This is an optimization exercise on Yosys and OpenROAD, whose aim is small area, a short achievable clock period and few clock cycles per item, not a production implementation.
The RTL was checked by simulation tests, not by an equivalence proof against the original design.
Power is estimated from default activity; no workload was simulated.

===== flow/design.v =====
module pfor_select (
    input  wire        clk,
    input  wire        rst,           
    input  wire        in_valid,
    output wire        in_ready,
    input  wire [31:0] in_data,
    input  wire        in_delta,      
    input  wire        in_restart,    
    output wire        out_valid,
    input  wire        out_ready,
    output wire [5:0]  out_b,
    output wire [7:0]  out_cexcept,
    output wire [5:0]  out_maxb
);
    localparam S_HIST = 2'd0;    
    localparam S_INIT = 2'd1;    
    localparam S_SCAN = 2'd2;    
    localparam S_OUT  = 2'd3;    
    reg  [1:0]  state;
    reg  [6:0]  cnt;           
    reg         blk_delta;     
    reg  [31:0] prev;          
    wire [7:0]  freq [0:32];   
    reg  [5:0]  maxb;
    reg  [5:0]  scan_b;        
    reg  [7:0]  scan_c;        
    reg  [5:0]  best_b;
    reg  [7:0]  best_c;
    reg  [15:0] best_cost;
    function [5:0] bit_width;
        input [31:0] v;
        integer k;
        begin
            bit_width = 6'd0;
            for (k = 0; k < 32; k = k + 1)
                if (v[k]) bit_width = k[5:0] + 6'd1;
        end
    endfunction
    wire        first     = (cnt == 7'd0);
    wire        use_delta = first ? in_delta : blk_delta;
    wire [31:0] pred      = (first && in_restart) ? 32'd0 : prev;
    wire [31:0] value     = use_delta ? (in_data - pred) : in_data;
    wire [5:0]  width     = bit_width(value);
    wire        accept    = in_valid && in_ready;
    wire [7:0]  c_now     = scan_c + freq[scan_b + 6'd1];
    wire [5:0]  gap       = maxb - scan_b;
    wire [15:0] cost_now  = {5'd0, c_now, 3'd0}
                          + ({10'd0, gap} * {8'd0, c_now})
                          + {3'd0, scan_b, 7'd0};
    wire hist_clear = rst || (state == S_OUT && out_ready);
    genvar w;
    generate
        for (w = 0; w <= 32; w = w + 1) begin : g_hist
            reg [7:0] count;
            always @(posedge clk) begin
                if (hist_clear)
                    count <= 8'd0;
                else if (state == S_HIST && accept && width == w)
                    count <= count + 8'd1;
            end
            assign freq[w] = count;
        end
    endgenerate
    assign in_ready    = (state == S_HIST);
    assign out_valid   = (state == S_OUT);
    assign out_b       = best_b;
    assign out_cexcept = best_c;
    assign out_maxb    = maxb;
    always @(posedge clk) begin
        if (rst) begin
            state     <= S_HIST;
            cnt       <= 7'd0;
            blk_delta <= 1'b0;
            prev      <= 32'd0;
            maxb      <= 6'd0;
            scan_b    <= 6'd0;
            scan_c    <= 8'd0;
            best_b    <= 6'd0;
            best_c    <= 8'd0;
            best_cost <= 16'd0;
        end else begin
            case (state)
            S_HIST: if (accept) begin
                if (first)
                    blk_delta <= in_delta;
                if (use_delta)
                    prev <= in_data;
                else if (first && in_restart)
                    prev <= 32'd0;
                if (first || width > maxb)
                    maxb <= width;
                cnt <= cnt + 7'd1;
                if (cnt == 7'd127)
                    state <= S_INIT;
            end
            S_INIT: begin
                best_b    <= maxb;
                best_c    <= 8'd0;
                best_cost <= {3'd0, maxb, 7'd0};
                scan_c    <= 8'd0;
                scan_b    <= maxb - 6'd1;
                state     <= (maxb == 6'd0) ? S_OUT : S_SCAN;
            end
            S_SCAN: begin
                scan_c <= c_now;
                if (cost_now < best_cost) begin
                    best_b    <= scan_b;
                    best_c    <= c_now;
                    best_cost <= cost_now;
                end
                if (scan_b == 6'd0)
                    state <= S_OUT;
                else
                    scan_b <= scan_b - 6'd1;
            end
            S_OUT: if (out_ready)
                state <= S_HIST;
            endcase
        end
    end
endmodule

===== flow/run.sh =====
#!/bin/bash
# synth_recipe.tcl (not shown) runs the flow's synth.tcl, then flattens the netlist and writes it again
# the make line also repeats each setting of config.mk as NAME=value (left out here)
make -C /OpenROAD-flow-scripts/flow DESIGN_CONFIG=/design/flow/config.mk WORK_HOME=/design/flow/orfs CLKGATE_MAP_FILE= SYNTH_SCRIPT=/design/flow/synth_recipe.tcl finish

===== flow/config.mk =====
export PLATFORM = sky130hd
export DESIGN_NAME = pfor_select
export DESIGN_NICKNAME = pfor_select
export VERILOG_FILES = /design/flow/design.v
export SDC_FILE = /design/flow/constraint.sdc
export NUM_CORES = 4
export LEC_CHECK = 0
export CAP_MARGIN = 20
export CORE_MARGIN = 2
export CORE_UTILIZATION = 40
export PLACE_DENSITY = 0.6
export SLEW_MARGIN = 20

===== flow/constraint.sdc =====
create_clock -name core_clock -period 11.0 [get_ports {clk}]
set_input_delay 2.2000 -clock core_clock [delete_from_list [all_inputs] [get_ports {clk}]]
set_output_delay 2.2000 -clock core_clock [all_outputs]
set_load 0.01 [all_outputs]

==> summary.md <==
| Metric | Value |
|---|---|
| DR vias | 23,390 |
| Crit-path slowest cell | nor2_1 |
| Synth unique cells | 100 |
| Final Max Tran Viols | 0 |
| Slowest stage delay, CP | 0.84 ns |
| VDD IR-drop max | 146.4 µV |
| FFs w/ async S/R, synth | 0% |
| Clock skew | 0.02405 ns |
| Outcome | complete, no violations |
| Horiz. Die Dim | 246.8 µm |
| First-pass GRT wire length | 136,400 µm |
| # diodes | 0 |
| Final #Nets | 3,154 |
| Drt initial violations | 2,435 |
| Count of max-cap constraint violations | 0 |
| Syn nets | 3,134 |
| Wire length per cell | 24.08 µm |
| Largest cells by area after synthesis | dfxtp_1 (30%), ha_1 (7.1%), a21oi_1 (5.1%) |
| Area leader, netlist | dfxtp_1 |
| Ys flop type | dfxtp_1 |
| Root Driver | clkbuf_16 |
| Finish-stage setup viols | 0 |
| GPL Wtd Cong | 1.018 |
| Pin count of the biggest net entering global routing | 95 |
| Tmin final | 10.21 ns |
| TritonCTS clock tree | yes |
| Initial antenna violation count | 1 |
| Core area | 58,030 µm² |
| DIE HEIGHT | 246.8 µm |
| Post-CTS sizing | 0 |
| Cell area after synthesis | 23,570 µm² |
| Most frequent CP cell | a21oi_1 |
| EDFF count, synth | 0 |
| Warnings from Yosys | 1 |
| CP max FO | 18 |
| Critical Path End Type | register |
| Crit Path Category | reg2reg |
| Critical path launch point type | register |
| Setup Fix Bufs, Post-CTS | 0 |
| Gate Count Post-Synth | 2,922 |
| Row Count | 88 |
| DRC errors left | 0 |
| Clock sinks | 356 |
| Leakage dissipation | 9.516 nW |
| HP Class | reg2reg |
| RSZ-0062 raised after global routing | no |
| Clk buf depth | 3 |
| Max Freq | 97.94 MHz |
| Fin. Hold Viols | 0 |
| CTS hold repair buffers | 0 |
| Cells after DPL | 3,660 |
| Io pins | 60 |
| Tot Pwr | 0.003393 W |
| Port bufs | 59 |
| Clock latency (worst-skew pair) | 0.60 ns |
| Number of H-tree levels | 2 |
| Seq/Total Area, Yosys | 30.23% |
| DRT antenna net count | 0 |
| Area Overhead vs Synth | 12.00% |
| Detailed Route WL | 90,080 µm |
| CP required | 11.52 ns |
| Synth Register Bits | 356 |
| Arr. time, crit path | 10.73 ns |
| Initial core utilization | 40.63% |
| Setup TNS | 0 ns |
| Pwr Density | 128.5 nW/µm² |
| Yosys top cell area share | 30.23% |
| Die area | 60,890 µm² |
| Worst-Margin Slew | 1.200 ns |
| DRT Pass-1 Iters | 6 |
| Synthesized area per cell | 8.068 µm² |
| Final period utilization | 92.82% |
| Clock slew at reported path FFs | 0.06 ns |
| Share of layout cells above drive strength 1 | 6.286% |
| GR Overflow Total | 0 |
| Final std cells w/o fill | 3,740 |
| Vias in the first global route | 22,010 |
| Worst relative slew slack | 19.29% |
| All-layer global routing usage | 29.21% |
| Vias per std cell | 6.253 |
| DP HPWL | 68,260 µm |
| CTS Buf Count | 44 |
==> synthesized netlist by cell type (all sizes together) (35+ instances only) <==
cell type  instances
nor2             299
nand3            142
xnor2             52
inv              149
dfxtp            356
clkbuf            89
ha               133
o31ai             53
nor3              43
a221oi            38
o21ai            118
a21oi            245
o211ai            48
nand4             75
a22oi             85
mux2i             46
or3              100
fa                41
or4               61
nand2            234
a22o              35
xor2              49
==> cell usage in the layout (no fill, tap or decap), drive strengths merged, types with 43 or more instances in the layout <==
| cell type | count |
|---|---|
| a22oi | 85 |
| xor2 | 49 |
| nand4 | 75 |
| nor3 | 43 |
| inv | 153 |
| clkdlybuf4s50 | 58 |
| o211ai | 48 |
| ha | 133 |
| xnor2 | 52 |
| o31ai | 53 |
| or3 | 100 |
| clkbuf | 53 |
| nand2 | 234 |
| a21oi | 245 |
| or4 | 61 |
| nor2 | 299 |
| dfxtp | 356 |
| mux2i | 46 |
| o21ai | 118 |
| nand3 | 142 |
==> routing by layer <==
metal  routed length, µm  share of wire (%)  global-route usage, %
met1               39370                 44                  38.69
met2               40920                 45                  47.60
met3                5795                6.4                  4.026
met4                3978                4.4                  12.21
met5                  13              0.014                      0
==> registers in the layout, summed over array words and instances (netlist names) <==
name,count
best_b,6
best_c,8
best_cost,16
blk_delta,1
cnt,7
g_hist.count,264
maxb,6
prev,32
scan_b,6
scan_c,8
state,2
==> worst paths after layout <==
path / to / depth (start not counted) / slack, ns / start
setup / recovery: best_cost[0] / 42 / 0.79 / scan_b[4]
setup reg to reg: best_cost[0] / 42 / 0.79 / scan_b[4]
hold reg to reg: best_c[3] / 2 / 0.49 / best_c[3]
hold / removal: best_c[3] / 2 / 0.49 / best_c[3]
==> critical path: cells and delay by family, from the launching register on <==
family	cells	cell delay [ns]
compound gates	14	2.56
xor+xnor	2	0.62
fa+ha+maj	8	3.09
buf+inv	7	0.71
flops	1	0.53
mux	1	0.34
simple gates	10	2.28
==> cells by family (layout without fill, tap and decap cells) <==
kind of cell | Yosys count | count (layout) | share of synthesized area (%)
buffers and inverters | 270 | 323 | 4.538
and+or+nand+nor | 1123 | 1123 | 24.09
xor gates and xnor gates | 101 | 101 | 3.752
adders and majority gates | 174 | 174 | 10.54
muxes | 51 | 51 | 2.208
DFF | 356 | 356 | 30.23
AOI/OAI and AO/OA | 847 | 847 | 24.64
==> power by group <==
part,switching [W],internal [W]
combinational,0.000405,0.000173
sequential,0.0000196,0.00130
clock,0.000623,0.000869
==> stage by stage <==
step                hold WS [ns]  util, %  cell area, µm²  setup slack (ns)
finish                    0.4930    45.50           26400            0.7894
global route              0.5089    45.50           26400           0.09847
CTS                       0.4900    45.45           26370            0.8476
detailed placement        0.4773    42.93           24910            0.8818
global placement          0.4705    42.93           24910             1.022
floorplan                 0.4427        -           23570             1.151
==> layout make-up <==
type	instances	area (µm²)
fill	5700	31620
clock buffer	53	1185
timing repair buffer	93	863.3
multi-input combinational	2296	15420
clock inverter	26	277.8
sequential	356	7127
inverter	151	569.3
tap	765	957.2
Testbench counts, summed over its fixed seeds: cycles 80,638, items 512.

-- port drivers added, routing unchanged --
How much do the figures lean on ideal ports? The routed layout below was timed once more, with nothing changed but the port constraints. Step 1, drivers: a clkbuf_16 drives clk and a buf_2 each remaining input, both assumed. Step 2 times the ports against the registers' clock, not the clock port: input delays grow and output delays shrink by t, the midpoint of the rising clock arrivals with the driver on. Three values: ideal, step 1, step 2; two values: the first two.
t, ns: 0.656
setup WS [ns]: 0.789 / 0.789 / 0.789
worst setup path at the end: register to register
slew at the worst register clock pin (ns): 0.06 / 0.06
After both steps setup and hold are still met in this run. The setup slack of this run moves by 0.000 ns with the drivers and by 0.000 ns with both steps.
